This design comes from an exercise in tuning for small area, a short achievable clock period and few clock cycles on the open sky130 flow, not from production work.
Only simulation tests tie the RTL to the original design; equivalence was not proved.
Power figures rest on the tool's default switching activity, not on a simulated workload.

<file path="flow/run.sh">
#!/bin/bash
# synth_recipe.tcl (not shown) runs the flow's synth.tcl, then flattens the netlist and writes it again
# the make line also repeats each setting of config.mk as NAME=value (left out here)
make -C /OpenROAD-flow-scripts/flow DESIGN_CONFIG=/design/flow/config.mk WORK_HOME=/design/flow/orfs CLKGATE_MAP_FILE= SYNTH_SCRIPT=/design/flow/synth_recipe.tcl finish
</file>
<file path="flow/config.mk">
export PLATFORM = sky130hd
export DESIGN_NAME = sympack
export DESIGN_NICKNAME = sympack
export VERILOG_FILES = /design/flow/design.v
export SDC_FILE = /design/flow/constraint.sdc
export NUM_CORES = 4
export LEC_CHECK = 0
export CAP_MARGIN = 20
export CORE_MARGIN = 2
export CORE_UTILIZATION = 40
export SETUP_SLACK_MARGIN = 0.2
export SLEW_MARGIN = 20
</file>
<file path="flow/constraint.sdc">
create_clock -name core_clock -period 6.0 [get_ports {clk}]
set_input_delay 1.2000 -clock core_clock [delete_from_list [all_inputs] [get_ports {clk}]]
set_output_delay 1.2000 -clock core_clock [all_outputs]
set_load 0.01 [all_outputs]
</file>
<file path="flow/design.v">
module sympack (
    input  wire        clk,
    input  wire        rst,           
    input  wire        cmd_valid,
    output wire        cmd_ready,
    input  wire [10:0] cmd,           
    output reg         rsp_valid,
    output reg  [1:0]  rsp_status,    
    output reg  [7:0]  rsp_bytes,     
    output reg  [7:0]  rsp_terr,      
    output wire        tx_valid,
    input  wire        tx_ready,
    output wire [7:0]  tx_data,
    output wire        tx_last,
    input  wire        ta_valid,
    input  wire        ta_err,
    input  wire [7:0]  ta_code
);
    localparam CAP = 130;                  
    localparam [1:0] OP_PACK  = 2'b00;
    localparam [1:0] OP_FLUSH = 2'b01;
    localparam [1:0] OP_RESET = 2'b10;
    localparam [1:0] ST_OK   = 2'd0;
    localparam [1:0] ST_OVF  = 2'd1;
    localparam [1:0] ST_TERR = 2'd2;
    localparam [1:0] ST_ILL  = 2'd3;
    localparam [1:0] S_IDLE = 2'd0;
    localparam [1:0] S_SEND = 2'd1;
    localparam [1:0] S_WAIT = 2'd2;
    reg  [1:0]       state;
    reg  [6:0]       n;                    
    reg              ovf;                  
    reg  [7:0]       idx;                  
    reg  [7:0]       flen;                 
    reg  [8*CAP-1:0] buf_q;                
    wire [2:0] o      = n[2:0];                        
    wire [7:0] i      = {1'b0, n} + {4'b0, n[6:3]};    
    wire [7:0] len    = i + {7'b0, (o != 3'd0)};       
    wire [4:0] groups = ({1'b0, n[6:3]}) + {4'b0, (o != 3'd0)};
    wire [8:0] plen   = {groups, 3'b000} + {4'b0, groups};  
    wire pack_fits  = ({1'b0, i} + 9'd2) <= CAP;
    wire flush_fits = plen <= CAP;
    wire [15:0] win = {7'b0, cmd[8:0]} << (3'd7 - o);
    wire [1:0] op     = cmd[10:9];
    wire       accept = cmd_valid && cmd_ready;
    wire       do_pack = accept && (op == OP_PACK) && !ovf && pack_fits;
    assign cmd_ready = (state == S_IDLE);
    assign tx_valid = (state == S_SEND);
    assign tx_data  = (idx < len) ? buf_q[8*idx +: 8] : 8'h00;
    assign tx_last  = (idx == flen - 8'd1);
    always @(posedge clk) begin
        if (rst) begin
            state      <= S_IDLE;
            n          <= 7'd0;
            ovf        <= 1'b0;
            idx        <= 8'd0;
            flen       <= 8'd0;
            rsp_valid  <= 1'b0;
            rsp_status <= ST_OK;
            rsp_bytes  <= 8'd0;
            rsp_terr   <= 8'd0;
        end else begin
            rsp_valid <= 1'b0;
            case (state)
                S_IDLE: begin
                    if (accept) begin
                        rsp_valid  <= 1'b1;
                        rsp_status <= ST_OK;
                        rsp_bytes  <= 8'd0;
                        rsp_terr   <= 8'd0;
                        case (op)
                            OP_PACK: begin
                                if (ovf) begin
                                    rsp_status <= ST_OVF;
                                end else if (!pack_fits) begin
                                    rsp_status <= ST_OVF;
                                    ovf        <= 1'b1;
                                end else begin
                                    n <= n + 7'd1;
                                end
                            end
                            OP_FLUSH: begin
                                if (ovf) begin
                                    rsp_status <= ST_OVF;
                                end else if (!flush_fits) begin
                                    rsp_status <= ST_OVF;
                                    ovf        <= 1'b1;
                                end else if (n != 7'd0) begin
                                    rsp_valid <= 1'b0;
                                    state     <= S_SEND;
                                    idx       <= 8'd0;
                                    flen      <= plen[7:0];
                                end
                            end
                            OP_RESET: begin
                                n   <= 7'd0;
                                ovf <= 1'b0;
                            end
                            default: begin
                                rsp_status <= ST_ILL;
                            end
                        endcase
                    end
                end
                S_SEND: begin
                    if (tx_ready) begin
                        idx <= idx + 8'd1;
                        if (tx_last)
                            state <= S_WAIT;
                    end
                end
                S_WAIT: begin
                    if (ta_valid) begin
                        state     <= S_IDLE;
                        n         <= 7'd0;
                        rsp_valid <= 1'b1;
                        if (ta_err) begin
                            rsp_status <= ST_TERR;
                            rsp_terr   <= ta_code;
                        end else begin
                            rsp_status <= ST_OK;
                            rsp_bytes  <= flen;
                        end
                    end
                end
                default: state <= S_IDLE;
            endcase
        end
    end
    integer j;
    always @(posedge clk) begin
        if (do_pack) begin
            for (j = 0; j < CAP; j = j + 1) begin
                if (j == i)
                    buf_q[8*j +: 8] <= ((o == 3'd0) ? 8'h00 : buf_q[8*j +: 8]) | win[15:8];
                else if (j == i + 8'd1)
                    buf_q[8*j +: 8] <= win[7:0];
            end
        end
    end
endmodule
</file>
==> results of run 1 <==
cells by family (layout without fill, tap and decap cells):
| family | count (synthesis) | after routing | share of synthesized area, % |
|---|---|---|---|
| mux | 329 | 329 | 9.63 |
| buf+inv | 662 | 502 | 4.18 |
| fa+ha+maj | 28 | 28 | 0.597 |
| compound gates | 2618 | 2618 | 27.3 |
| xor+xnor | 32 | 32 | 0.468 |
| simple gates | 587 | 588 | 4.26 |
| other cells | 0 | 7 | 0 |
| flops | 1085 | 1085 | 53.6 |
worst max-delay path, stage by stage, from the launching register on:
cell	delay [ns]
dfxtp_4	0.62
buf_4	0.61
nor2b_2	0.54
buf_4	0.27
a31oi_1	0.10
nand3_1	0.27
o22ai_1	0.13
o31ai_1	0.42
buf_4	0.23
a31oi_1	0.14
clkdlybuf4s50_1	0.52
synth_stat cells (7+ instances only):
master     number
mux2_2         20
dfxtp_1        45
buf_1          23
nor3_1         36
a21oi_1      1283
inv_1          17
edfxtp_1     1040
o21ai_0        79
buf_2          19
o211ai_1       18
nand2_1       259
nor2_1        162
a211oi_1     1014
a31oi_1        14
mux2i_1       113
nand3_1        54
clkbuf_1      600
o221ai_1       58
o2111ai_1       7
o22ai_1        55
and2_1          8
xor2_1         11
mux4_2        196
ha_1           27
a221oi_1       11
a21o_1          8
or3_1          12
o31ai_1        11
nor2b_1        13
xnor2_1        21
a211o_1        11
and3_1          8
metrics by stage:
stage / utilization, % / instances / worst slack, ns / area (sq um)
final: 44.7 / 7133 / 0.165 / 66700
after global routing: 44.7 / 7127 / 0.0758 / 66700
after CTS: 44.6 / 7117 / 0.126 / 66500
after detailed placement: 41.9 / 6891 / 0.746 / 62600
after global placement: 41.9 / 6891 / 0.288 / 62600
after floorplan: - / 5341 / 0.624 / 59900
worst max-delay path by stage:
stage	startpoint	to	slack, ns	cells after the start
floorplan	n[1]$_SDFFE_PP0P_	tx_data[1]	0.62	19
global placement	n[0]$_SDFFE_PP0P_	tx_data[2]	0.29	14
detailed placement	n[0]$_SDFFE_PP0P_	tx_data[0]	0.75	14
CTS	n[0]$_SDFFE_PP0P_	tx_data[4]	0.13	13
global route	n[0]$_SDFFE_PP0P_	tx_data[3]	0.08	15
finish	idx[3]$_SDFFE_PP0P_	tx_data[3]	0.17	10
registers in the layout (all words and copies together) (netlist names):
register / flops
rsp_status: 2
rsp_bytes: 8
state: 2
flen: 8
rsp_terr: 8
n: 7
rsp_valid: 1
buf_q: 1040
ovf: 1
idx: 8
final cells by class:
type / count / area [sq um] / share of cell area, %
Timing Repair Buffer: 264 / 2580 / 3.87
Clock inverter: 66 / 632 / 0.947
Multi-Input combinational cell: 3595 / 25700 / 38.5
Sequential cell: 1085 / 32100 / 48.2
Antenna cell: 7 / 17.5 / 0.0263
Tap cell: 1944 / 2430 / 3.65
Inverter: 20 / 76.3 / 0.114
Clock buffer: 152 / 3160 / 4.74
repair_timing:
item | CTS | global route
hold endpoints to repair | 0 | 0
pin swaps | 1 | 6
gates cloned | 1 | 0
setup buffers | 7 | 8
gates resized for setup | 14 | 20
endpoints found under the setup margin | 8 | 8
per-layer routing:
layer	routed length, um	vias to the layer above	part of all wire [%]
li1	-	21077	-
met2	93700	3077	44
met5	24	-	0.011
met4	8550	4	4.0
met3	24600	473	12
met1	85700	24432	40
power by group through the flow:
stage	Sequential, uW	Combinational, uW	Clock (uW)
3_3_place_gp	8380	731	0
6_report	8220	773	7360
2_1_floorplan	8380	445	0
4_1_cts	8220	742	7410
5_1_grt	8210	802	7670
3_5_place_dp	8380	738	0
==> impl_metrics.csv, run 1 <==
group,metric,value,unit
power,power.share.combinational,4.7,%
flow_run,cap_violations,0,
layout,area_growth,11.3,%
critical_path,timing.rr.end,"buf_q[626]$_DFFE_PP_",
hold_path,hold_start,"rsp_bytes[5]$_SDFFE_PP0P_",
floorplan,std_cell_rows,142,
clock_network,cts_buffers,118,
power,p_sw,3870,uW
global_routing,grtUsageTotal,27.0,%
critical_path,r2r_cells,10,
floorplan,start_util,40.2,%
sta,drv_slew,0,
global_routing,grt_antenna_before_repair,6,
power,power_frac_clock,45.0,%
drt,post_drt_wl_per_cell,29.8,um
sta,whs,0.450,ns
critical_path,r2r_slack,0.91,ns
clock_network,cts_tree,"yes",
global_routing,top_usage_layer,"met2",
global_routing,grt_pass1_wl,314000,um
floorplan,die_w,391,um
place,gp_congestion,0.935,
critical_path,regToRegStartpoint,"n[0]$_SDFFE_PP0P_",
critical_path,worstSetupEndpointType,"primary output",
sta,setup_viol,0,
clock_network,clockBufferDepth,3,
clock_network,cts_root_buf,"clkbuf_16",
clock_network,htreeDepth,3,
synth,yosys_most_used_dff,"edfxtp_1",
critical_path,critical_path_class,"flip-flop to primary output",
clock_network,clk_transition_reported_paths,0.06,ns
global_routing,grtUsageMet2,40.2,%
global_routing,met1_usage,37.8,%
drt,dr.first_iter.drc_count,6678,
layout,mostFrequentLayoutCells,"a21oi_1 (1278), edfxtp_1 (1040), a211oi_1 (1010)",
floorplan,io-pin-count,55,
power,p_total,16300,uW
synth,ys_ff_latch,1085,
global_routing,grtUsageMet3,6.93,%
sta,finalCriticalPeriod,5.83,ns
place,hpwl,126000,um
synth,synthesis.area,0.0599,sq mm
critical_path,critPathLaunchType,"flip-flop",
power,p_int,12500,uW
layout,fin_nets,5137,
critical_path,crit_fanout,27,
global_routing,grt_max_degree,229,
drt,via_per_inst,6.88,
synth,synth_edf_count,1040,
drt,drcViolationCount,0,
floorplan,fp.dieArea,0.153,sq mm
clock_network,clkLatencyLatePin,0.79,ns
power,vdd_drop_max,0.260,mV
power,p_sw_share,23.7,%
synth,ys_seq_area_share,53.6,%
synth,yosys.cell_types.count,76,
floorplan,die_y,391,um
synth,async_flop_share,0,%
layout,layout_commonest_cell,"a21oi_1",
drt,firstDrtPassIters,6,
hold_path,hold_path_end,"rsp_bytes[5]$_SDFFE_PP0P_",
drt,routed_wl,213000,um
sta,worstMarginPinSlew,1.33,ns
power,p_leak,0.0199,uW
sta,fmaxAchievable,171,MHz
synth,synth_top_cell_area_share,52.1,%
synth,syn-num-nets,5394,
place,port_buffers,54,
critical_path,critPathArrivalTime,4.63,ns
sta,rsz0062_at_grt,"yes",
sta,fin_worst_skew,0.0658,ns
global_routing,grt-ovfl-total,0,
sta,tns,0,ns
hold_path,hold_path_depth,2,
sta,relSlewSlack,11.3,%
synth,syn_area_per_cell,11.2,sq um
drt,ant_nets,0,
synth,synthCells,5341,
critical_path,cp.required,4.80,ns
layout,drive_gt1_share,12.9,%
floorplan,core,0.149,sq mm
synth,synth_area_leaders,"edfxtp_1 (52%), a211oi_1 (13%), a21oi_1 (11%)",
synth,ys.warnings.count,1,
drt,vias,49063,
power,p_per_area,245,mW/mm^2
global_routing,grt_pass1_vias,46568,
clock_network,cts_hold_buffers,0,
layout,nFillCells,13701,
synth,yosysTopAreaCell,"edfxtp_1",
hold_path,hp-class,"flip-flop to flip-flop",
power,seqPwrFrac,50.3,%
clock_network,clock_sinks,1085,
outcome,outcome,"finished clean",
sta,hold_viol,0,
sta,period_share,97.2,%
Testbench counts, summed over its fixed seeds: cycles 22,994.
==> inputs of run 2 (changes only) <==
==> flow/design.v (replaced) <==
module sympack (
    input  wire        clk,
    input  wire        rst,           
    input  wire        cmd_valid,
    output wire        cmd_ready,
    input  wire [10:0] cmd,           
    output reg         rsp_valid,
    output reg  [1:0]  rsp_status,    
    output reg  [7:0]  rsp_bytes,     
    output reg  [7:0]  rsp_terr,      
    output reg         tx_valid,
    input  wire        tx_ready,
    output reg  [7:0]  tx_data,
    output reg         tx_last,
    input  wire        ta_valid,
    input  wire        ta_err,
    input  wire [7:0]  ta_code
);
    localparam NSLOT = 112;                
    localparam NBYTE = 126;                
    reg        rdy;                        
    reg  [6:0] n;                          
    reg        ovf;                        
    reg  [3:0] pg;                         
    reg  [3:0] pr;                         
    reg  [9*NSLOT-1:0] sb;
    assign cmd_ready = rdy;
    wire [1:0] op      = cmd[10:9];
    wire       accept  = cmd_valid && rdy;
    wire       n115    = (n == 7'd115);
    wire       nbig    = (n >= 7'd113);
    wire       nzero   = (n == 7'd0);
    wire       acc_pack  = accept && (op == 2'b00);
    wire       acc_flush = accept && (op == 2'b01);
    wire       acc_send  = acc_flush && !ovf && !nbig && !nzero;
    wire       take    = tx_valid && tx_ready;
    wire       waiting = !rdy && !tx_valid;
    wire       answer  = waiting && ta_valid;
    wire [6:0] nm1   = n - 7'd1;
    wire [3:0] glast = nm1[6:3];                                   
    wire [3:0] grps  = n[6:3] + {3'b0, (n[2:0] != 3'd0)};          
    wire [7:0] flen  = {1'b0, grps, 3'b000} + {4'b0, grps};        
    wire [8:0] wdata = cmd[9] ? 9'd0 : cmd[8:0];
    reg  [7:0] pos_sel;
    reg  [13:0] grp_hit;
    integer p, g;
    always @(*) begin
        for (p = 0; p < 8; p = p + 1)
            pos_sel[p] = (acc_pack && (n[2:0] == p)) || (acc_flush && (n[2:0] <= p));
        for (g = 0; g < 14; g = g + 1)
            grp_hit[g] = (n[6:3] == g);
    end
    integer m, t;
    always @(posedge clk) begin
        for (m = 0; m < NSLOT; m = m + 1)
            if (grp_hit[m / 8] && pos_sel[m % 8])
                for (t = 0; t < 9; t = t + 1)
                    sb[9*m + t] <= wdata[8 - t];
    end
    reg  [13:0] rg_hit;
    reg  [8:0]  rr_hit;
    reg  [7:0]  rd_byte;
    integer k, i;
    always @(*) begin
        for (g = 0; g < 14; g = g + 1) rg_hit[g] = (pg == g);
        for (p = 0; p < 9; p = p + 1)  rr_hit[p] = (pr == p);
        rd_byte = 8'd0;
        for (k = 0; k < NBYTE; k = k + 1)
            for (i = 0; i < 8; i = i + 1)
                rd_byte[7 - i] = rd_byte[7 - i] | (rg_hit[k / 9] & rr_hit[k % 9] & sb[8*k + i]);
    end
    wire last_next = (pg == glast) && (pr == 4'd8);
    always @(posedge clk) begin
        if (!tx_valid || tx_ready) begin
            tx_data <= rd_byte;
            tx_last <= last_next && tx_valid;
        end
    end
    always @(posedge clk) begin
        if (rst) begin
            rdy       <= 1'b1;
            n         <= 7'd0;
            ovf       <= 1'b0;
            pg        <= 4'd0;
            pr        <= 4'd0;
            tx_valid  <= 1'b0;
            rsp_valid <= 1'b0;
        end else begin
            rsp_valid <= (accept && !acc_send) || answer;
            if (acc_send) begin
                rdy      <= 1'b0;
                tx_valid <= 1'b1;
                pr       <= 4'd1;
            end
            if (take) begin
                if (tx_last) begin
                    tx_valid <= 1'b0;
                    pg <= 4'd0;
                    pr <= 4'd0;
                end else if (pr == 4'd8) begin
                    pg <= pg + 4'd1;
                    pr <= 4'd0;
                end else begin
                    pr <= pr + 4'd1;
                end
            end
            if (answer) begin
                rdy <= 1'b1;
                n   <= 7'd0;
            end
            if (accept) begin
                case (op)
                    2'b00: begin
                        if (!ovf) begin
                            if (n115) ovf <= 1'b1;
                            else      n   <= n + 7'd1;
                        end
                    end
                    2'b01: begin
                        if (!ovf && nbig) ovf <= 1'b1;
                    end
                    2'b10: begin
                        n   <= 7'd0;
                        ovf <= 1'b0;
                    end
                    default: ;
                endcase
            end
        end
    end
    always @(posedge clk) begin
        if (answer) begin
            rsp_status <= ta_err ? 2'd2 : 2'd0;
            rsp_bytes  <= ta_err ? 8'd0 : flen;
            rsp_terr   <= ta_err ? ta_code : 8'd0;
        end else begin
            case (op)
                2'b00:   rsp_status <= (ovf || n115) ? 2'd1 : 2'd0;
                2'b01:   rsp_status <= (ovf || nbig) ? 2'd1 : 2'd0;
                2'b10:   rsp_status <= 2'd0;
                default: rsp_status <= 2'd3;
            endcase
            rsp_bytes <= 8'd0;
            rsp_terr  <= 8'd0;
        end
    end
endmodule
==> run 2 against run 1 <==
Compared with the run above: first-iteration DRC count increased by 10%; non-clock buffer count down 1; synthesized cell count down 49%; sequential cell count decreased by 31; sequential power fell by 1%.
==> impl_metrics.csv, run 2 <==
group,metric,value,unit
sta,setup_viol,0,
sta,hold_viol,0,
power,p_int,12300,uW
sta,relSlewSlack,13.8,%
sta,rsz0062_at_grt,"no",
place,placed_cell_area,0.0450,sq mm
synth,yosys.cell_types.count,68,
sta,finalCriticalPeriod,4.87,ns
layout,nFillCells,9019,
clock_network,cts_tree,"yes",
synth,ys_ff_latch,1054,
floorplan,fp.dieArea,0.106,sq mm
clock_network,cts_hold_buffers,0,
global_routing,met1_usage,58.7,%
critical_path,worstSetupEndpointType,"flip-flop",
clock_network,cts_setup_buffers,0,
synth,synthCells,2727,
global_routing,grt_pass1_wl,314000,um
outcome,outcome,"finished clean",
clock_network,cts_buffers,112,
layout,largest_register,"sb",
synth,syn-num-nets,2774,
synth,synth_edf_count,1017,
sta,period_share,81.2,%
clock_network,clockBufferDepth,3,
power,p_per_area,322,mW/mm^2
critical_path,critPathLaunchType,"flip-flop",
synth,synth_top_cell_area_share,73.8,%
drt,via_per_inst,7.39,
critical_path,critical_path_class,"flip-flop to flip-flop",
clock_network,clk_transition_reported_paths,0.06,ns
layout,layout_commonest_cell,"edfxtp_1",
clock_network,clock_sinks,1054,
synth,yosysTopAreaCell,"edfxtp_1",
global_routing,grt_antenna_before_repair,43,
synth,ys_seq_area_share,75.6,%
critical_path,worstSetupStartpoint,"pg[0]$_SDFFE_PP0P_",
layout,fin_util,47.3,%
hold_path,hold_start,"ovf$_SDFFE_PP0P_",
clock_network,cts_resized,0,
critical_path,slowest_stage,"and3_2",
synth,async_flop_share,0,%
hold_path,hp-class,"flip-flop to flip-flop",
drt,ant_nets,0,
power,power_frac_clock,46.0,%
layout,final_cell_count_no_fill,4388,
synth,yosys_most_used_dff,"edfxtp_1",
clock_network,clkLatencyLatePin,0.74,ns
critical_path,setup.worst_path.end,"tx_data[2]$_DFFE_PP_",
critical_path,r2r_slack,1.13,ns
place,gp_congestion,1.08,
critical_path,worst_path_largest_cell_delay,0.65,ns
floorplan,core,0.103,sq mm
synth,synthesis.area,0.0414,sq mm
floorplan,io-pin-count,55,
critical_path,crit_chain,"inv_1 > ha_1 > buf_4 > and3_2 > buf_4 > nand3_1 > nand4_1 > nor4_1 > nand4_1 > or4_1",
global_routing,grt_max_degree,113,
floorplan,start_util,40.2,%
synth,synth_area_leaders,"edfxtp_1 (74%), nand3_1 (3.8%), a32oi_1 (1.9%)",
clock_network,htreeDepth,3,
power,seqPwrFrac,51.7,%
drt,drcViolationCount,0,
drt,dr.first_iter.drc_count,7364,
drt,routed_wl,249000,um
sta,tns,0,ns
sta,drv_slew,0,
synth,ys_top_cells_by_count,"edfxtp_1 (1017), nand3_1 (316), clkbuf_1 (164)",
critical_path,crit_family,"simple AND/OR/NAND/NOR gates",
drt,firstDrtPassIters,6,
floorplan,die_y,326,um
power,p_leak,0.0150,uW
sta,worstMarginPinSlew,1.29,ns
flow_run,cap_violations,0,
synth,synth.most_common_cell,"edfxtp_1",
power,power.share.combinational,2.3,%
sta,fin_worst_skew,0.0403,ns
critical_path,r2r_cells,10,
hold_path,hold_path_depth,2,
synth,syn_area_per_cell,15.2,sq um
critical_path,cp.depth,10,
layout,drive_gt1_share,15.6,%
critical_path,cp.buffers_inverters,3,
drt,vias,32448,
global_routing,grtUsageMet2,63.8,%
drt,post_drt_wl_per_cell,56.7,um
clock_network,cts_root_buf,"clkbuf_16",
place,port_buffers,54,
layout,largest_reg_flops,1008,
layout,fin_nets,2944,
place,dp_cells,4162,
critical_path,crit_fanout,26,
layout,area_growth,17.7,%
critical_path,regToRegStartpoint,"pg[0]$_SDFFE_PP0P_",
sta,fmaxAchievable,205,MHz
power,p_sw,3400,uW
floorplan,std_cell_rows,118,
synth,ys.warnings.count,1,
layout,mostFrequentLayoutCells,"edfxtp_1 (1017), nand3_1 (316), buf_4 (187)",
global_routing,grtUsageMet3,20.0,%
critical_path,critPathArrivalTime,5.34,ns
power,vdd_drop_max,0.230,mV
layout,fin_area,0.0487,sq mm
floorplan,die_w,326,um
global_routing,top_usage_layer,"met2",
critical_path,cp.required,6.47,ns
global_routing,grt-ovfl-total,0,
power,p_sw_share,21.7,%
global_routing,grtUsageTotal,46.2,%
global_routing,grt_pass1_vias,28959,
critical_path,timing.rr.end,"tx_data[2]$_DFFE_PP_",
place,hpwl,169000,um
==> run 2: routing by layer <==
layer  up-vias  part of all wire (%)
li1      11419                     -
met1     16706                    35
met2      3531                    40
met3       760                    16
met4        32                   8.4
met5         -                 0.092
==> run 2: cell type report <==
cell class	instances	area, sq um	share of cell area [%]
sequential	1054	31300	64.2
multi-input combinational	1456	9590	19.7
clock buffer	131	2970	6.09
timing repair buffer	263	2350	4.82
tap	1380	1730	3.54
clock inverter	78	739	1.52
antenna	16	40.0	0.0822
inverter	10	37.5	0.0770
==> run 2: kinds of logic after synthesis <==
kind of cell / share of synthesized area (%)
AO/OA/AOI/OAI: 8.71
XOR/XNOR: 0.233
adder cells (fa/ha/maj): 0.665
buffers and inverters: 2.08
flip-flops: 75.6
multiplexers: 0.544
AND/OR/NAND/NOR: 12.2
==> run 2: through the flow <==
stage / setup slack [ns] / power [uW] / hold WS, ns
2_1_floorplan: 1.26 / 8370 / 0.470
3_3_place_gp: 0.588 / 8590 / 0.493
3_5_place_dp: 1.18 / 8600 / 0.516
4_1_cts: 1.49 / 15600 / 0.524
5_1_grt: 1.31 / 15900 / 0.547
6_report: 1.13 / 15700 / 0.531
==> run 2: power by group through the flow <==
stage                     combinational [uW]  sequential, uW  clock (uW)
after CTS                                339            8100        7170
after detailed placement                 340            8260           0
final                                    354            8100        7220
after floorplan                          110            8260           0
after global placement                   336            8260           0
after global routing                     349            8100        7440
==> run 2: worst min-delay path by stage <==
| stage | endpoint | slack [ns] |
|---|---|---|
| final | ovf$_SDFFE_PP0P_ | 0.53 |
| after global routing | ovf$_SDFFE_PP0P_ | 0.55 |
| after global placement | ovf$_SDFFE_PP0P_ | 0.49 |
| after detailed placement | ovf$_SDFFE_PP0P_ | 0.52 |
| after floorplan | ovf$_SDFFE_PP0P_ | 0.47 |
| after CTS | ovf$_SDFFE_PP0P_ | 0.52 |
==> run 2: worst reg2reg max path, stage by stage (launching register included) <==
cell and delay, ns:
dfxtp_1 0.48, inv_1 0.11, ha_1 0.33, buf_4 0.26, and3_2 0.66, buf_4 0.42, nand3_1 0.43, nand4_1 0.59
nor4_1 0.60, nand4_1 0.18, or4_1 0.56
Testbench counts of run 2, summed over its fixed seeds: cycles 22,994.
==> inputs of run 3 (changes only) <==
--- a/flow/design.v
+++ b/flow/design.v
@@ -23,4 +23,4 @@
     reg        ovf;                        
-    reg  [3:0] pg;                         
-    reg  [3:0] pr;                         
+    reg  [13:0] rg;                        
+    reg  [8:0]  rr;                        
     reg  [9*NSLOT-1:0] sb;
@@ -59,15 +59,20 @@
     end
-    reg  [13:0] rg_hit;
-    reg  [8:0]  rr_hit;
+    reg  [7:0]  gbyte [0:13];
     reg  [7:0]  rd_byte;
+    reg  [13:0] glast_hit;
     integer k, i;
     always @(*) begin
-        for (g = 0; g < 14; g = g + 1) rg_hit[g] = (pg == g);
-        for (p = 0; p < 9; p = p + 1)  rr_hit[p] = (pr == p);
+        for (g = 0; g < 14; g = g + 1) begin
+            gbyte[g] = 8'd0;
+            for (p = 0; p < 9; p = p + 1)
+                for (i = 0; i < 8; i = i + 1)
+                    gbyte[g][7 - i] = gbyte[g][7 - i] | (rr[p] & sb[8*(9*g + p) + i]);
+        end
         rd_byte = 8'd0;
-        for (k = 0; k < NBYTE; k = k + 1)
-            for (i = 0; i < 8; i = i + 1)
-                rd_byte[7 - i] = rd_byte[7 - i] | (rg_hit[k / 9] & rr_hit[k % 9] & sb[8*k + i]);
+        for (g = 0; g < 14; g = g + 1)
+            rd_byte = rd_byte | ({8{rg[g]}} & gbyte[g]);
+        for (g = 0; g < 14; g = g + 1)
+            glast_hit[g] = rg[g] && (glast == g);
     end
-    wire last_next = (pg == glast) && (pr == 4'd8);
+    wire last_next = rr[8] && (glast_hit != 14'd0);
     always @(posedge clk) begin
@@ -83,4 +88,4 @@
             ovf       <= 1'b0;
-            pg        <= 4'd0;
-            pr        <= 4'd0;
+            rg        <= 14'd1;
+            rr        <= 9'd1;
             tx_valid  <= 1'b0;
@@ -92,3 +97,3 @@
                 tx_valid <= 1'b1;
-                pr       <= 4'd1;
+                rr       <= 9'd2;
             end
@@ -97,9 +102,9 @@
                     tx_valid <= 1'b0;
-                    pg <= 4'd0;
-                    pr <= 4'd0;
-                end else if (pr == 4'd8) begin
-                    pg <= pg + 4'd1;
-                    pr <= 4'd0;
+                    rg <= 14'd1;
+                    rr <= 9'd1;
+                end else if (rr[8]) begin
+                    rg <= {rg[12:0], 1'b0};
+                    rr <= 9'd1;
                 end else begin
-                    pr <= pr + 4'd1;
+                    rr <= {rr[7:0], 1'b0};
                 end
--- a/flow/config.mk
+++ b/flow/config.mk
@@ -10,3 +10,5 @@
 export CORE_UTILIZATION = 40
-export SETUP_SLACK_MARGIN = 0.2
+export CTS_CLUSTER_DIAMETER = 60
+export CTS_CLUSTER_SIZE = 20
+export SETUP_SLACK_MARGIN = 3.5
 export SLEW_MARGIN = 20
==> run 3 against run 2 <==
Compared with the run above: still clean on timing, DRC and antenna; wire length shrank 47%; sequential power grew 1%; register-to-register slack gained 2.2 ns; synthesized cell count shrank 20%; setup slack gained 2.2 ns; sequential cell count grew 15; first-iteration DRC count shrank 35%; non-clock buffer count shrank 28; core utilization grew 2.2 points; largest cell class unchanged; largest power group unchanged.
==> impl_metrics.csv, run 3 <==
group,metric,value,unit
global_routing,grt_antenna_before_repair,5,
layout,fin_nets,2406,
critical_path,r2r_cells,7,
critical_path,cp.required,6.28,ns
layout,final_cell_count_no_fill,3679,
drt,vias,24676,
layout,drive_gt1_share,25.9,%
synth,yosys.cell_types.count,63,
place,port_buffers,54,
flow_run,cap_violations,0,
clock_network,clock_sinks,1069,
sta,hold_viol,0,
floorplan,start_util,40.4,%
synth,synth.most_common_cell,"edfxtp_1",
sta,worstMarginPinSlew,0.983,ns
drt,drcViolationCount,0,
critical_path,worstSetupEndpointType,"flip-flop",
floorplan,io-pin-count,55,
hold_path,hp-class,"flip-flop to flip-flop",
critical_path,critical_path_class,"flip-flop to flip-flop",
power,vdd_drop_max,0.186,mV
clock_network,cts_root_buf,"clkbuf_16",
drt,firstDrtPassIters,9,
synth,yosys_most_used_dff,"edfxtp_1",
critical_path,setup.worst_path.end,"tx_data[3]$_DFFE_PP_",
outcome,outcome,"finished clean",
synth,async_flop_share,0,%
critical_path,cp.buffers_inverters,2,
sta,rsz0062_at_grt,"yes",
power,p_per_area,283,mW/mm^2
critical_path,crit_fanout,12,
critical_path,critPathArrivalTime,2.93,ns
synth,synthesis.area,0.0391,sq mm
drt,ant_nets,0,
layout,nFillCells,7813,
critical_path,crit_chain,"buf_12 > buf_12 > a22o_4 > a221oi_4 > a31oi_4 > nor4_4 > nand4_1",
global_routing,grt_max_degree,113,
power,p_leak,0.0145,uW
layout,largest_register,"sb",
global_routing,grt_pass1_wl,185000,um
sta,fmaxAchievable,377,MHz
clock_network,clkLatencyLatePin,0.63,ns
clock_network,cts_tree,"yes",
layout,area_growth,22.4,%
critical_path,worst_path_largest_cell_delay,0.50,ns
layout,largest_reg_flops,1008,
sta,finalCriticalPeriod,2.65,ns
floorplan,fp.dieArea,0.100,sq mm
sta,period_share,44.2,%
synth,synth_top_cell_area_share,78.2,%
sta,relSlewSlack,34.2,%
synth,ys.warnings.count,2,
drt,routed_wl,132000,um
global_routing,grtUsageTotal,26.1,%
synth,ys_seq_area_share,80.8,%
critical_path,worstSetupStartpoint,"rr[1]$_SDFFE_PP0P_",
clock_network,clk_transition_reported_paths,0.09,ns
drt,via_per_inst,6.71,
synth,synth_area_leaders,"edfxtp_1 (78%), a222oi_1 (2.9%), a22o_1 (2.8%)",
hold_path,hold_start,"rg[3]$_SDFFE_PP0P_",
critical_path,r2r_slack,3.35,ns
power,seqPwrFrac,60.4,%
sta,tns,0,ns
layout,layout_commonest_cell,"edfxtp_1",
clock_network,cts_buffers,71,
place,gp_congestion,0.890,
floorplan,std_cell_rows,114,
synth,syn_area_per_cell,17.9,sq um
layout,top_regs,"sb (1008), rg (14), rr (9)",
layout,mostFrequentLayoutCells,"edfxtp_1 (1017), a22o_1 (124), nor2_4 (123)",
synth,syn-num-nets,2221,
drt,dr.first_iter.drc_count,4774,
clock_network,htreeDepth,3,
synth,yosysTopAreaCell,"edfxtp_1",
synth,ys_ff_latch,1069,
sta,whs,0.526,ns
floorplan,core,0.0967,sq mm
floorplan,die_y,317,um
synth,synthCells,2182,
place,hpwl,68000,um
power,power_frac_clock,36.2,%
clock_network,clockBufferDepth,3,
global_routing,grt-ovfl-total,0,
critical_path,crit_family,"simple AND/OR/NAND/NOR gates",
power,p_int,10700,uW
power,power.share.combinational,3.4,%
place,dp_cells,3417,
synth,synth_edf_count,1017,
power,p_sw_share,21.3,%
sta,drv_slew,0,
critical_path,cp.depth,7,
sta,setup_viol,0,
sta,fin_worst_skew,0.0231,ns
floorplan,die_w,317,um
critical_path,crit_path_frequent_cell,"buf_12",
critical_path,timing.rr.end,"tx_data[3]$_DFFE_PP_",
critical_path,slowest_stage,"nor4_4",
drt,post_drt_wl_per_cell,35.9,um
global_routing,grt_pass1_vias,23922,
critical_path,regToRegStartpoint,"rr[1]$_SDFFE_PP0P_",
critical_path,critPathLaunchType,"flip-flop",
place,post-place-ws,1.56,ns
sta,setup_ws,3.35,ns
power,p_sw,2880,uW
layout,fin_util,49.5,%
synth,ys_top_cells_by_count,"edfxtp_1 (1017), nor2_1 (143), a22o_1 (125)",
## run 3: cell types whose count changed after synthesis, moves of 78 or more
cell,delta
a222oi_1,+100
nand3_1,-290
a32oi_1,-89
a31oi_1,+79
a22o_1,+78
nand4_1,-93
a221oi_1,+103
## run 3: layout make-up
type	instances	area (sq um)	share of cell area, %
diodes	1	2.50	0.00523
clock buffers	83	1870	3.92
clock inverters	25	262	0.547
inverters	25	118	0.246
multi-input cells	965	9160	19.2
flip-flops and latches	1069	31600	66.1
well taps	1276	1600	3.34
repair buffers	235	3190	6.67
## run 3: worst min path at each step
stage | slack, ns | end | cells after the start
after floorplan | 0.47 | rg[4]$_SDFFE_PP0P_ | 1
after global placement | 0.48 | rg[4]$_SDFFE_PP0P_ | 1
after detailed placement | 0.49 | rg[4]$_SDFFE_PP0P_ | 1
after CTS | 0.53 | rg[3]$_SDFFE_PP0P_ | 1
after global routing | 0.54 | rg[3]$_SDFFE_PP0P_ | 1
final | 0.53 | rg[3]$_SDFFE_PP0P_ | 1
## run 3: per-layer routing
| layer | GRT usage (%) | share of wire, % | vias to the layer above |
|---|---|---|---|
| li1 | - | - | 9702 |
| met3 | 6.59 | 13 | 320 |
| met4 | 12.2 | 5.0 | 6 |
| met2 | 38.9 | 44 | 2095 |
| met1 | 36.0 | 38 | 12553 |
| met5 | 0 | 0.034 | - |
## run 3: logic make-up (layout without fill, tap and decap cells)
logic type,Yosys count,count (layout),synth area share [%]
flip-flops,1069,1069,80.8
AO/OA/AOI/OAI,638,639,13.4
AND/OR/NAND/NOR,284,304,3.44
buffers and inverters,169,368,1.75
adder cells (fa/ha/maj),14,14,0.448
XOR/XNOR,6,6,0.134
multiplexers,2,2,0.0512
other,0,1,0
## run 3: timing repair
action / 4_1_cts / 5_1_grt
gates cloned: 28 / 7
endpoints found under the setup margin: 1319 / 497
hold endpoints to repair: 0 / 0
resized for setup: 290 / 88
pin swaps: 85 / 47
hold buffers: 0 / 0
buffers inserted: 105 / 13
## run 3: power by group through the flow
stage / Sequential (uW) / Combinational, uW / Clock [uW]
3_5_place_dp: 8360 / 377 / 0
5_1_grt: 8190 / 479 / 5170
4_1_cts: 8180 / 448 / 4920
2_1_floorplan: 8360 / 171 / 0
6_report: 8190 / 467 / 4900
3_3_place_gp: 8360 / 372 / 0
## run 3: metrics by stage
step | instance area [sq um] | total power (uW)
2_1_floorplan | 40100 | 8530
3_3_place_gp | 42100 | 8730
3_5_place_dp | 42100 | 8740
4_1_cts | 47200 | 13600
5_1_grt | 47800 | 13800
6_report | 47800 | 13600
Testbench counts of run 3, summed over its fixed seeds: cycles 22,994.
==> inputs of run 4 (changes only) <==
--- a/flow/design.v
+++ b/flow/design.v
@@ -19,6 +19,7 @@
     localparam NSLOT = 112;                
-    localparam NBYTE = 126;                
-    reg        rdy;                        
-    reg  [6:0] n;                          
-    reg        ovf;                        
+    localparam NGRP  = 14;                 
+    reg         rdy;                       
+    reg  [14:0] ng;                        
+    reg  [7:0]  np;                        
+    reg         ovf;                       
     reg  [13:0] rg;                        
@@ -29,5 +30,5 @@
     wire       accept  = cmd_valid && rdy;
-    wire       n115    = (n == 7'd115);
-    wire       nbig    = (n >= 7'd113);
-    wire       nzero   = (n == 7'd0);
+    wire       n115    = ng[14] && np[3];
+    wire       nbig    = ng[14] && !np[0];              
+    wire       nzero   = ng[0] && np[0];
     wire       acc_pack  = accept && (op == 2'b00);
@@ -38,15 +39,20 @@
     wire       answer  = waiting && ta_valid;
-    wire [6:0] nm1   = n - 7'd1;
-    wire [3:0] glast = nm1[6:3];                                   
-    wire [3:0] grps  = n[6:3] + {3'b0, (n[2:0] != 3'd0)};          
-    wire [7:0] flen  = {1'b0, grps, 3'b000} + {4'b0, grps};        
+    wire [14:0] gup   = np[0] ? ng : {ng[13:0], 1'b0};   
+    wire [13:0] glast = np[0] ? ng[14:1] : ng[13:0];     
+    reg  [7:0]  flen;                                    
+    integer g, p;
+    always @(*) begin
+        flen = 8'd0;
+        for (g = 1; g < 15; g = g + 1)
+            flen = flen | ({8{gup[g]}} & (9 * g));
+    end
     wire [8:0] wdata = cmd[9] ? 9'd0 : cmd[8:0];
     reg  [7:0] pos_sel;
-    reg  [13:0] grp_hit;
-    integer p, g;
+    reg        thr;
     always @(*) begin
-        for (p = 0; p < 8; p = p + 1)
-            pos_sel[p] = (acc_pack && (n[2:0] == p)) || (acc_flush && (n[2:0] <= p));
-        for (g = 0; g < 14; g = g + 1)
-            grp_hit[g] = (n[6:3] == g);
+        thr = 1'b0;
+        for (p = 0; p < 8; p = p + 1) begin
+            thr = thr | np[p];                            
+            pos_sel[p] = (acc_pack && np[p]) || (acc_flush && thr);
+        end
     end
@@ -55,3 +61,3 @@
         for (m = 0; m < NSLOT; m = m + 1)
-            if (grp_hit[m / 8] && pos_sel[m % 8])
+            if (ng[m / 8] && pos_sel[m % 8])
                 for (t = 0; t < 9; t = t + 1)
@@ -59,8 +65,7 @@
     end
-    reg  [7:0]  gbyte [0:13];
+    reg  [7:0]  gbyte [0:NGRP-1];
     reg  [7:0]  rd_byte;
-    reg  [13:0] glast_hit;
-    integer k, i;
+    integer i;
     always @(*) begin
-        for (g = 0; g < 14; g = g + 1) begin
+        for (g = 0; g < NGRP; g = g + 1) begin
             gbyte[g] = 8'd0;
@@ -71,10 +76,11 @@
         rd_byte = 8'd0;
-        for (g = 0; g < 14; g = g + 1)
+        for (g = 0; g < NGRP; g = g + 1)
             rd_byte = rd_byte | ({8{rg[g]}} & gbyte[g]);
-        for (g = 0; g < 14; g = g + 1)
-            glast_hit[g] = rg[g] && (glast == g);
     end
-    wire last_next = rr[8] && (glast_hit != 14'd0);
+    wire last_next = rr[8] && ((rg & glast) != 14'd0);
     always @(posedge clk) begin
-        if (!tx_valid || tx_ready) begin
+        if (rst) begin
+            tx_data <= 8'd0;
+            tx_last <= 1'b0;
+        end else if (!tx_valid || tx_ready) begin
             tx_data <= rd_byte;
@@ -86,3 +92,4 @@
             rdy       <= 1'b1;
-            n         <= 7'd0;
+            ng        <= 15'd1;
+            np        <= 8'd1;
             ovf       <= 1'b0;
@@ -113,3 +120,4 @@
                 rdy <= 1'b1;
-                n   <= 7'd0;
+                ng  <= 15'd1;
+                np  <= 8'd1;
             end
@@ -119,4 +127,8 @@
                         if (!ovf) begin
-                            if (n115) ovf <= 1'b1;
-                            else      n   <= n + 7'd1;
+                            if (n115) begin
+                                ovf <= 1'b1;
+                            end else begin
+                                np <= {np[6:0], np[7]};
+                                if (np[7]) ng <= {ng[13:0], 1'b0};
+                            end
                         end
@@ -127,3 +139,4 @@
                     2'b10: begin
-                        n   <= 7'd0;
+                        ng  <= 15'd1;
+                        np  <= 8'd1;
                         ovf <= 1'b0;
==> run 4 against run 3 <==
Compared with the run above: critical path depth decreased by 5; largest power group unchanged; fmax increased by 2.7%; still clean on timing, DRC and antenna; wire length is 2.5% higher; critical path type is now input pin to flip-flop.
==> impl_metrics.csv, run 4 <==
group,metric,value,unit
sta,tns,0,ns
floorplan,die_y,320,um
floorplan,io-pin-count,55,
global_routing,grt_pass1_vias,24061,
sta,relSlewSlack,24.5,%
sta,setup_viol,0,
critical_path,r2r_cells,6,
synth,async_flop_share,0,%
drt,firstDrtPassIters,9,
floorplan,core,0.0986,sq mm
drt,vias,25144,
layout,drive_gt1_share,21.5,%
critical_path,timing.rr.end,"tx_data[1]$_SDFFE_PP0P_",
critical_path,cp.buffers_inverters,1,
critical_path,critical_path_class,"input pin to flip-flop",
sta,hold_viol,0,
power,power_frac_clock,37.3,%
synth,syn_area_per_cell,17.4,sq um
layout,fin_area,0.0471,sq mm
global_routing,grt-ovfl-total,0,
layout,top_regs,"sb (1008), ng (15), rg (14)",
place,hpwl,69000,um
floorplan,std_cell_rows,115,
sta,fmaxAchievable,387,MHz
global_routing,grt_antenna_before_repair,4,
critical_path,cp.required,6.28,ns
power,p_sw,3050,uW
synth,synthCells,2288,
critical_path,r2r_slack,3.42,ns
drt,routed_wl,136000,um
global_routing,grt_max_degree,113,
power,p_sw_share,21.7,%
synth,synthesis.area,0.0399,sq mm
floorplan,fp.dieArea,0.102,sq mm
clock_network,clkLatencyLatePin,0.66,ns
hold_path,hold_path_end,"rdy$_SDFFE_PP1P_",
synth,synth_top_cell_area_share,75.9,%
layout,mostFrequentLayoutCells,"edfxtp_1 (1008), a22oi_1 (162), a22o_1 (123)",
floorplan,start_util,40.5,%
layout,largest_register,"sb",
sta,finalCriticalPeriod,2.59,ns
synth,ys_ff_latch,1084,
place,dp_cells,3499,
sta,rsz0062_at_grt,"yes",
sta,fin_worst_skew,0.0268,ns
synth,ys_seq_area_share,79.7,%
power,power.share.combinational,3.8,%
drt,dr.first_iter.drc_count,5047,
synth,yosys.cell_types.count,52,
synth,yosys_most_used_dff,"edfxtp_1",
drt,ant_nets,0,
layout,nFillCells,7983,
layout,fin_nets,2463,
layout,largest_reg_flops,1008,
power,p_per_area,298,mW/mm^2
sta,worstMarginPinSlew,1.13,ns
critical_path,worst_path_largest_cell_delay,0.97,ns
clock_network,clockBufferDepth,3,
critical_path,crit_chain,"clkdlybuf4s50_1 > nor2b_2",
critical_path,crit_fanout,12,
clock_network,cts_root_buf,"clkbuf_16",
clock_network,htreeDepth,3,
synth,synth_edf_count,1008,
synth,ys_top_cells_by_count,"edfxtp_1 (1008), a22oi_1 (164), a22o_1 (124)",
clock_network,cts_tree,"yes",
synth,synth_area_leaders,"edfxtp_1 (76%), dfxtp_1 (3.8%), a22oi_1 (3.1%)",
power,seqPwrFrac,58.9,%
flow_run,cap_violations,0,
critical_path,slowest_stage,"nor2b_2",
power,vdd_drop_max,0.214,mV
place,placed_cell_area,0.0423,sq mm
synth,ys.warnings.count,2,
hold_path,hold_start,"rdy$_SDFFE_PP1P_",
power,p_int,11000,uW
synth,yosysTopAreaCell,"edfxtp_1",
critical_path,critPathLaunchType,"input pin",
layout,area_growth,18.0,%
critical_path,critPathArrivalTime,2.87,ns
global_routing,grtUsageTotal,25.7,%
drt,drcViolationCount,0,
place,gp_congestion,0.874,
critical_path,crit_family,"simple AND/OR/NAND/NOR gates",
floorplan,die_w,320,um
clock_network,cts_hold_buffers,0,
layout,final_cell_count_no_fill,3769,
power,p_leak,0.0140,uW
sta,drv_slew,0,
layout,layout_commonest_cell,"edfxtp_1",
clock_network,clk_transition_reported_paths,0.08,ns
sta,whs,0.512,ns
hold_path,hp-class,"flip-flop to flip-flop",
synth,syn-num-nets,2317,
clock_network,cts_buffers,73,
clock_network,clock_sinks,1084,
critical_path,regToRegStartpoint,"rr[2]$_SDFFE_PP0P_",
place,port_buffers,53,
outcome,outcome,"finished clean",
global_routing,grt_pass1_wl,188000,um
drt,via_per_inst,6.67,
sta,period_share,43.1,%
drt,post_drt_wl_per_cell,36.0,um
hold_path,hold_path_depth,2,
critical_path,worstSetupEndpointType,"flip-flop",
synth,synth.most_common_cell,"edfxtp_1",
==> run 4: changes by cell type after synthesis, moves of 41 or more <==
cell     change
a22oi_1     +42
a31oi_1     -99
and2_1      +93
buf_2       +45
nand3_1     +85
nor2_1     -101
o21ai_0     +41
==> run 4: area by class of cell <==
type | instances | area (sq um) | area share [%]
clock inverter | 34 | 442 | 0.938
timing repair buffer | 220 | 2820 | 5.98
multi-input combinational | 1048 | 8410 | 17.9
inverter | 7 | 37.5 | 0.0797
clock buffer | 87 | 1920 | 4.08
tap | 1287 | 1610 | 3.42
sequential | 1084 | 31900 | 67.6
antenna | 2 | 5.00 | 0.0106
==> run 4: power groups by stage <==
stage / Combinational [uW] / Clock [uW] / Sequential, uW
2_1_floorplan: 192 / 0 / 8450
3_3_place_gp: 420 / 0 / 8460
6_report: 540 / 5240 / 8270
5_1_grt: 551 / 5520 / 8280
4_1_cts: 512 / 5250 / 8270
3_5_place_dp: 420 / 0 / 8460
==> run 4: per-stage QoR <==
| step | utilization, % | total power [uW] | worst slack [ns] |
|---|---|---|---|
| floorplan | - | 8640 | 3.10 |
| global placement | 42.9 | 8880 | 1.58 |
| detailed placement | 42.9 | 8880 | 1.57 |
| CTS | 47.2 | 14000 | 3.50 |
| global route | 47.8 | 14300 | 3.35 |
| finish | 47.8 | 14100 | 3.41 |
==> run 4: cells by family (layout without fill, tap and decap cells) <==
| kind of cell | after synthesis | in the layout | synth area share, % |
|---|---|---|---|
| other | 1 | 3 | 0.00940 |
| buffers and inverters | 182 | 348 | 1.93 |
| muxes | 15 | 15 | 0.414 |
| and+or+nand+nor | 362 | 388 | 4.78 |
| DFF | 1084 | 1084 | 79.7 |
| AOI/OAI and AO/OA | 640 | 640 | 13.1 |
| adders and majority gates | 4 | 4 | 0.125 |
==> run 4: worst max path at each step <==
stage	startpoint	slack [ns]	endpoint	cells after the start
floorplan	cmd[10]	3.10	sb[126]$_DFFE_PP_	9
global placement	cmd[9]	1.58	sb[745]$_DFFE_PP_	8
detailed placement	cmd[9]	1.57	sb[958]$_DFFE_PP_	8
CTS	tx_ready	3.50	rg[4]$_SDFFE_PP0P_	5
global route	rr[2]$_SDFFE_PP0P_	3.35	tx_data[1]$_SDFFE_PP0P_	6
finish	cmd[8]	3.41	sb[9]$_DFFE_PP_	2
==> run 4: metal layers <==
layer / wire length (um) / up-vias / GRT usage [%]
met5: 20 / - / 0
li1: - / 9900 / -
met2: 62900 / 2103 / 40.0
met4: 6390 / 2 / 11.7
met1: 49600 / 12801 / 34.4
met3: 16600 / 338 / 5.74
==> run 4: repair_timing <==
item / 4_1_cts / 5_1_grt
endpoints found under the hold margin: 0 / 0
endpoints found under the setup margin: 1727 / 425
buffers inserted: 91 / 17
gates cloned: 27 / 12
pin swaps: 27 / 29
resized for setup: 173 / 60
Testbench counts of run 4, summed over its fixed seeds: cycles 22,994.
==> inputs of run 5 (changes only) <==
--- a/flow/design.v
+++ b/flow/design.v
@@ -48,11 +48,10 @@
     end
-    wire [8:0] wdata = cmd[9] ? 9'd0 : cmd[8:0];
-    reg  [7:0] pos_sel;
-    reg        thr;
-    always @(*) begin
-        thr = 1'b0;
-        for (p = 0; p < 8; p = p + 1) begin
-            thr = thr | np[p];                            
-            pos_sel[p] = (acc_pack && np[p]) || (acc_flush && thr);
-        end
+    reg        wk;                                       
+    reg  [8:0] wq;                                       
+    wire [7:0] wp = {np[0], np[7:1]};                    
+    wire [8:0] wq_b = wp[0] ? 9'd0 : wq;                 
+    always @(posedge clk) begin
+        wq <= cmd[8:0];
+        if (rst) wk <= 1'b0;
+        else     wk <= acc_pack && !ovf && !n115;
     end
@@ -61,6 +60,8 @@
         for (m = 0; m < NSLOT; m = m + 1)
-            if (ng[m / 8] && pos_sel[m % 8])
+            if (wk && glast[m / 8] && (wp[m % 8] || (m % 8 != 0 && wp[0])))
                 for (t = 0; t < 9; t = t + 1)
-                    sb[9*m + t] <= wdata[8 - t];
+                    sb[9*m + t] <= (m % 8 == 0) ? wq[8 - t] : wq_b[8 - t];
     end
+    wire       byp = wk && glast[0] && wp[0];
+    wire [7:0] byte0 = byp ? wq[8:1] : {sb[0], sb[1], sb[2], sb[3], sb[4], sb[5], sb[6], sb[7]};
     reg  [7:0]  gbyte [0:NGRP-1];
@@ -73,3 +74,3 @@
                 for (i = 0; i < 8; i = i + 1)
-                    gbyte[g][7 - i] = gbyte[g][7 - i] | (rr[p] & sb[8*(9*g + p) + i]);
+                    gbyte[g][7 - i] = gbyte[g][7 - i] | (rr[p] & ((g == 0 && p == 0) ? byte0[7 - i] : sb[8*(9*g + p) + i]));
         end
==> run 5 against run 4 <==
Compared with the run above: synthesized cell count about the same; area after synthesis increased by 0.25%; combinational power decreased by 11%; cell count decreased by 2.3%; fmax is 2.2% lower; final area fell by 3.4%; clock skew up 0.0047 ns; power rose by 0.38%; worst hold slack gained 0.0054 ns; critical path type is now flip-flop to flip-flop; largest cell class unchanged.
==> impl_metrics.csv, run 5 <==
group,metric,value,unit
outcome,outcome,"finished clean",
place,post-place-ws,2.36,ns
critical_path,worstSetupEndpointType,"flip-flop",
floorplan,start_util,40.2,%
floorplan,fp.dieArea,0.103,sq mm
critical_path,r2r_cells,7,
clock_network,htreeDepth,3,
synth,syn_area_per_cell,17.5,sq um
layout,mostFrequentLayoutCells,"edfxtp_1 (1008), a22oi_1 (179), a22o_1 (117)",
clock_network,clockBufferDepth,3,
synth,ys_seq_area_share,80.0,%
global_routing,grtUsageTotal,23.2,%
place,gp_congestion,0.886,
layout,fin_util,45.7,%
clock_network,clock_sinks,1094,
synth,syn-num-nets,2315,
layout,top_regs,"sb (1008), ng (15), rg (14)",
sta,hold_viol,0,
power,p_per_area,310,mW/mm^2
drt,routed_wl,123000,um
sta,period_share,44.0,%
global_routing,grt-ovfl-total,0,
sta,worstMarginPinSlew,1.18,ns
place,port_buffers,53,
layout,drive_gt1_share,17.6,%
synth,ys_ff_latch,1094,
layout,largest_register,"sb",
drt,via_per_inst,6.56,
synth,synth.most_common_cell,"edfxtp_1",
floorplan,std_cell_rows,116,
sta,fin_worst_skew,0.0316,ns
sta,setup_viol,0,
power,p_leak,0.0138,uW
hold_path,hold_path_depth,2,
synth,synth_edf_count,1008,
global_routing,grt_antenna_before_repair,3,
critical_path,critical_path_class,"flip-flop to flip-flop",
layout,largest_reg_flops,1008,
layout,layout_commonest_cell,"edfxtp_1",
floorplan,die_w,320,um
power,vdd_drop_max,0.176,mV
synth,synth_top_cell_area_share,75.7,%
synth,synthCells,2286,
critical_path,crit_fanout,38,
clock_network,clkLatencyLatePin,0.66,ns
global_routing,grt_pass1_wl,172000,um
floorplan,die_y,320,um
drt,vias,24156,
synth,yosys_most_used_dff,"edfxtp_1",
sta,tns,0,ns
synth,yosys.cell_types.count,48,
critical_path,critPathArrivalTime,3.16,ns
synth,synthesis.area,0.0400,sq mm
synth,ys_top_cells_by_count,"edfxtp_1 (1008), a22oi_1 (179), nor2_1 (160)",
drt,dr.first_iter.drc_count,4350,
critical_path,cp.required,6.52,ns
sta,relSlewSlack,21.1,%
floorplan,core,0.0996,sq mm
clock_network,cts_root_buf,"clkbuf_16",
layout,area_growth,13.7,%
synth,yosysTopAreaCell,"edfxtp_1",
place,hpwl,63700,um
clock_network,clk_transition_reported_paths,0.09,ns
drt,ant_nets,0,
global_routing,grt_max_degree,115,
flow_run,cap_violations,0,
drt,drcViolationCount,0,
synth,async_flop_share,0,%
drt,post_drt_wl_per_cell,33.3,um
global_routing,grt_pass1_vias,23151,
sta,finalCriticalPeriod,2.64,ns
clock_network,cts_buffers,77,
floorplan,io-pin-count,55,
synth,ys.warnings.count,2,
sta,fmaxAchievable,378,MHz
clock_network,cts_hold_buffers,0,
sta,setup_ws,3.36,ns
layout,fin_nets,2364,
layout,n_antenna_cell,0,
critical_path,critPathLaunchType,"flip-flop",
hold_path,hp-class,"flip-flop to flip-flop",
clock_network,cts_tree,"yes",
drt,firstDrtPassIters,6,
sta,whs,0.518,ns
synth,synth_area_leaders,"edfxtp_1 (76%), dfxtp_1 (4.3%), a22oi_1 (3.4%)",
sta,drv_slew,0,
sta,rsz0062_at_grt,"yes",
-- run 5: cell types whose count changed after synthesis, sizes merged, moves of 10 or more --
cell    delta
nor2     +119
and2      -99
clkbuf    -39
a31oi     +32
nand3     -32
o21ai     -20
buf       +18
a222oi    -16
a22oi     +15
a221oi    +14
a21oi     +10
and3      -10
dfxtp     +10
-- run 5: report_power, final --
group / total, uW / switching (uW) / internal, uW
clock network: 5270 / 2750 / 2510
registers: 8360 / 14.9 / 8350
logic: 478 / 379 / 99.0
-- run 5: final timing paths --
kind | start | end | slack, ns
worst max-delay path | rr[3]$_SDFFE_PP0P_ | tx_data[0]$_SDFFE_PP0P_ | 3.36
worst min register to register | rdy$_SDFFE_PP1P_ | rdy$_SDFFE_PP1P_ | 0.52
worst max register to register | rr[3]$_SDFFE_PP0P_ | tx_data[0]$_SDFFE_PP0P_ | 3.36
worst min-delay path | rdy$_SDFFE_PP1P_ | rdy$_SDFFE_PP1P_ | 0.52
-- run 5: through the flow --
step,total power (uW),instances,area (sq um)
global route,14400,3684,45500
global placement,8970,3521,41900
detailed placement,8980,3523,41900
floorplan,8710,2286,40000
finish,14100,3684,45500
CTS,14100,3667,45000
-- run 5: worst max-delay path, cell delays in order, from the launching register on --
cell	delay [ns]
dfxtp_4	0.47
buf_8	0.26
a22o_1	0.24
a221oi_1	0.34
nand3_1	0.17
a22o_1	0.31
a221oi_1	0.51
a31oi_1	0.17
-- run 5: final cells by class --
type,count,area [sq um]
well taps,1298,1620
fillers,8383,54100
repair buffers,122,1430
clock inverters,38,382
clock buffers,92,2030
inverters,10,41.3
flip-flops and latches,1094,32100
multi-input cells,1030,7930
-- run 5: cells by family after synthesis --
logic type / share of synthesized area (%)
buffers and inverters: 2.19
other: 0.00937
multiplexers: 0.394
AO/OA/AOI/OAI: 13.2
adder cells (fa/ha/maj): 0.125
flip-flops: 80.0
AND/OR/NAND/NOR: 4.10
-- run 5: repair_timing --
item | CTS | global route
setup buffers | 11 | 17
resized for setup | 181 | 98
endpoints found under the setup margin | 1154 | 529
cloned | 3 | 0
pin swaps | 6 | 12
-- run 5: layer usage --
metal,track usage [%],up-vias,part of all wire [%]
met1,32.8,12353,39
met4,8.10,2,3.4
met2,35.5,1867,46
met5,0,-,0.0065
met3,4.99,259,12
li1,-,9675,-
Testbench counts of run 5, summed over its fixed seeds: cycles 22,994.
==> inputs of run 6 (changes only) <==
--- a/flow/design.v
+++ b/flow/design.v
@@ -37,2 +37,3 @@
     wire       take    = tx_valid && tx_ready;
+    wire       hold    = tx_valid && !tx_ready;
     wire       waiting = !rdy && !tx_valid;
@@ -76,5 +77,5 @@
         end
-        rd_byte = 8'd0;
+        rd_byte = {8{hold}} & tx_data;
         for (g = 0; g < NGRP; g = g + 1)
-            rd_byte = rd_byte | ({8{rg[g]}} & gbyte[g]);
+            rd_byte = rd_byte | ({8{rg[g] & !hold}} & gbyte[g]);
     end
@@ -82,9 +83,7 @@
     always @(posedge clk) begin
-        if (rst) begin
-            tx_data <= 8'd0;
+        tx_data <= rd_byte;
+        if (rst)
             tx_last <= 1'b0;
-        end else if (!tx_valid || tx_ready) begin
-            tx_data <= rd_byte;
+        else if (!hold)
             tx_last <= last_next && tx_valid;
-        end
     end
==> run 6 against run 5 <==
Compared with the run above: clock skew rose by 0.024 ns; fmax fell by 1.1%; combinational power fell by 7.7%; still clean; power fell by 0.49%; wire length rose by 6.4%; sequential share of layout area rose by 0.31 points; final area fell by 0.41%; clock power fell by 0.8%; largest power group unchanged; critical path depth fell by 1.
==> impl_metrics.csv, run 6 <==
group,metric,value,unit
synth,synthCells,2243,
synth,synthesis.area,0.0398,sq mm
synth,ys_seq_area_share,80.3,%
sta,drv_slew,0,
layout,nFillCells,8085,
synth,ys_ff_latch,1094,
hold_path,hold_path_depth,2,
synth,synth_edf_count,1008,
sta,setup_viol,0,
sta,rsz0062_at_grt,"yes",
floorplan,std_cell_rows,115,
sta,tns,0,ns
floorplan,io-pin-count,55,
critical_path,critPathLaunchType,"flip-flop",
floorplan,die_w,320,um
synth,ys_top_cells_by_count,"edfxtp_1 (1008), a22oi_1 (156), nor2_1 (147)",
clock_network,clkLatencyLatePin,0.68,ns
clock_network,clock_sinks,1094,
clock_network,cts_tree,"yes",
floorplan,die_y,320,um
place,gp_congestion,0.953,
floorplan,fp.dieArea,0.102,sq mm
global_routing,grt_max_degree,65,
power,p_leak,0.0136,uW
flow_run,cap_violations,0,
critical_path,r2r_cells,6,
floorplan,start_util,40.4,%
layout,area_growth,13.7,%
layout,top_regs,"sb (1008), ng (15), rg (14)",
layout,layout_commonest_cell,"edfxtp_1",
sta,fin_worst_skew,0.0555,ns
synth,ys.warnings.count,2,
power,p_per_area,310,mW/mm^2
synth,synth.most_common_cell,"edfxtp_1",
global_routing,grt-ovfl-total,0,
global_routing,grt_antenna_before_repair,10,
synth,syn-num-nets,2272,
sta,worstMarginPinSlew,1.11,ns
synth,syn_area_per_cell,17.8,sq um
place,port_buffers,53,
sta,hold_viol,0,
clock_network,cts_root_buf,"clkbuf_16",
critical_path,critPathArrivalTime,3.20,ns
layout,fin_nets,2325,
sta,fmaxAchievable,374,MHz
synth,yosysTopAreaCell,"edfxtp_1",
global_routing,grt_pass1_vias,22670,
clock_network,htreeDepth,3,
critical_path,cp.required,6.52,ns
critical_path,crit_fanout,49,
layout,largest_reg_flops,1008,
drt,via_per_inst,6.56,
clock_network,clockBufferDepth,3,
sta,finalCriticalPeriod,2.67,ns
drt,vias,23839,
layout,mostFrequentLayoutCells,"edfxtp_1 (1008), a22oi_1 (156), a22o_1 (125)",
drt,post_drt_wl_per_cell,36.0,um
floorplan,core,0.0986,sq mm
critical_path,worstSetupEndpointType,"flip-flop",
global_routing,grtUsageTotal,25.0,%
synth,async_flop_share,0,%
critical_path,critical_path_class,"flip-flop to flip-flop",
drt,firstDrtPassIters,8,
sta,whs,0.514,ns
drt,ant_nets,0,
layout,largest_register,"sb",
sta,period_share,44.5,%
synth,synth_area_leaders,"edfxtp_1 (76%), dfxtp_1 (4.3%), a22oi_1 (2.9%)",
power,vdd_drop_max,0.206,mV
drt,routed_wl,131000,um
synth,synth_top_cell_area_share,76.0,%
clock_network,cts_buffers,74,
clock_network,clk_transition_reported_paths,0.08,ns
layout,drive_gt1_share,17.4,%
global_routing,grt_pass1_wl,182000,um
outcome,outcome,"finished clean",
drt,drcViolationCount,0,
drt,dr.first_iter.drc_count,4334,
synth,yosys.cell_types.count,53,
sta,relSlewSlack,25.7,%
place,hpwl,76400,um
hold_path,hp-class,"flip-flop to flip-flop",
synth,yosys_most_used_dff,"edfxtp_1",
==> run 6: changes by cell type after synthesis, sizes merged, moves of 13 or more <==
cell     previous run  this run
a2111oi             1        16
a221oi            120       104
a22oi             179       156
a31oi              42       105
buf               100        69
clkbuf             54        78
nand3              79         9
nor2              161       148
==> run 6: area by class of cell <==
| class | instances | area, sq um | share of cell area (%) |
|---|---|---|---|
| flip-flops and latches | 1094 | 32100 | 70.8 |
| multi-input cells | 996 | 8020 | 17.7 |
| clock buffers | 89 | 1970 | 4.35 |
| well taps | 1287 | 1610 | 3.55 |
| repair buffers | 122 | 1200 | 2.64 |
| clock inverters | 34 | 398 | 0.878 |
| inverters | 8 | 33.8 | 0.0746 |
| diodes | 5 | 12.5 | 0.0276 |
==> run 6: per-layer routing <==
layer	vias to the layer above	global-route usage [%]	wire length [um]
met1	12187	34.3	49200
met5	-	0	0
met4	0	10.5	6270
met3	289	4.63	14900
li1	9602	-	-
met2	1761	39.4	60200
==> run 6: final timing paths <==
check	endpoint	from	slack, ns
max	tx_data[3]$_DFF_P_	rr[5]$_SDFFE_PP0P_	3.33
min	tx_data[1]$_DFF_P_	sb[6]$_DFFE_PP_	0.51
max reg2reg	tx_data[3]$_DFF_P_	rr[5]$_SDFFE_PP0P_	3.33
min reg2reg	tx_data[1]$_DFF_P_	sb[6]$_DFFE_PP_	0.51
==> run 6: kinds of logic (layout without fill, tap and decap cells) <==
logic type	count (synthesis)	count (layout)	share of synthesized area [%]
AOI/OAI and AO/OA	687	687	14.0
buffers and inverters	155	253	1.86
DFF	1094	1094	80.3
muxes	16	16	0.449
and+or+nand+nor	286	288	3.28
adders and majority gates	4	4	0.126
other	1	6	0.00941
==> run 6: metrics by stage <==
| stage | instances | worst slack [ns] | utilization, % | instance area [sq um] | total power, uW |
|---|---|---|---|---|---|
| 2_1_floorplan | 2243 | 3.30 | - | 39900 | 8700 |
| 3_3_place_gp | 3487 | 2.10 | 42.4 | 41800 | 8960 |
| 3_5_place_dp | 3487 | 2.07 | 42.4 | 41800 | 8960 |
| 4_1_cts | 3623 | 3.27 | 45.6 | 44900 | 14100 |
| 5_1_grt | 3630 | 3.34 | 46.0 | 45300 | 14300 |
| 6_report | 3635 | 3.33 | 46.0 | 45300 | 14000 |
==> run 6: critical path, cell delays in order, from the launching register on <==
cell      delay [ns]
dfxtp_4         0.43
buf_4           0.34
a22o_1          0.29
a221oi_1        0.56
a31oi_1         0.23
nor4_1          0.53
nand4_1         0.13
==> run 6: power breakdown <==
group	switching (uW)	leakage, uW	internal [uW]
Combinational	358	0.00269	82.7
Sequential	21.2	0.00978	8340
Clock	2680	0.00115	2550
Total	3060	0.0136	11000
==> run 6: repair_timing <==
action | in CTS | in global routing
resized for setup | 205 | 70
gates cloned | 2 | 1
endpoints found under the setup margin | 981 | 235
hold endpoints to repair | 0 | 0
buffers inserted | 11 | 6
pin swaps | 11 | 16
hold buffers | 0 | 0
Testbench counts of run 6, summed over its fixed seeds: cycles 22,994.

## static timing again, ports no longer ideal
The flow's constraints put no driver on any port. The routed layouts listed below were extracted and timed again, unchanged, in two steps. Step 1 assumes that a clkbuf_16 drives the clock port and a buf_2 every other input. Step 2 also shifts input and output timing later by t, the mid clock arrival at the registers, as if the neighbouring blocks saw the same clock. Slacks: no drivers / after step 1 / after step 2; pairs: no drivers / after step 1.
run | t, ns | slack for setup (ns) | clock arrival spread, ns | slew at the worst register clock pin (ns) | worst slew at a driven data input, ns
run 1 | 0.838 | 0.165 / 0.082 / 0.909 | 0.071 / 0.071 | 0.07 / 0.07 | 0.05
run 2 | 0.800 | 1.127 / 1.127 / 1.127 | 0.042 / 0.041 | 0.07 / 0.07 | 0.05
run 3 | 0.691 | 3.345 / 3.345 / 2.845 | 0.032 / 0.033 | 0.09 / 0.09 | 0.04
run 4 | 0.710 | 3.415 / 3.418 / 2.745 | 0.033 / 0.033 | 0.09 / 0.09 | 0.05
run 5 | 0.716 | 3.357 / 3.357 / 2.787 | 0.041 / 0.041 | 0.09 / 0.09 | 0.09
run 6 | 0.712 | 3.328 / 3.328 / 2.856 | 0.058 / 0.058 | 0.09 / 0.09 | 0.12
After both steps every run listed still meets setup and hold. The setup slack of run 4, which loses most, moves by +0.003 ns with the drivers and by -0.670 ns with both steps.
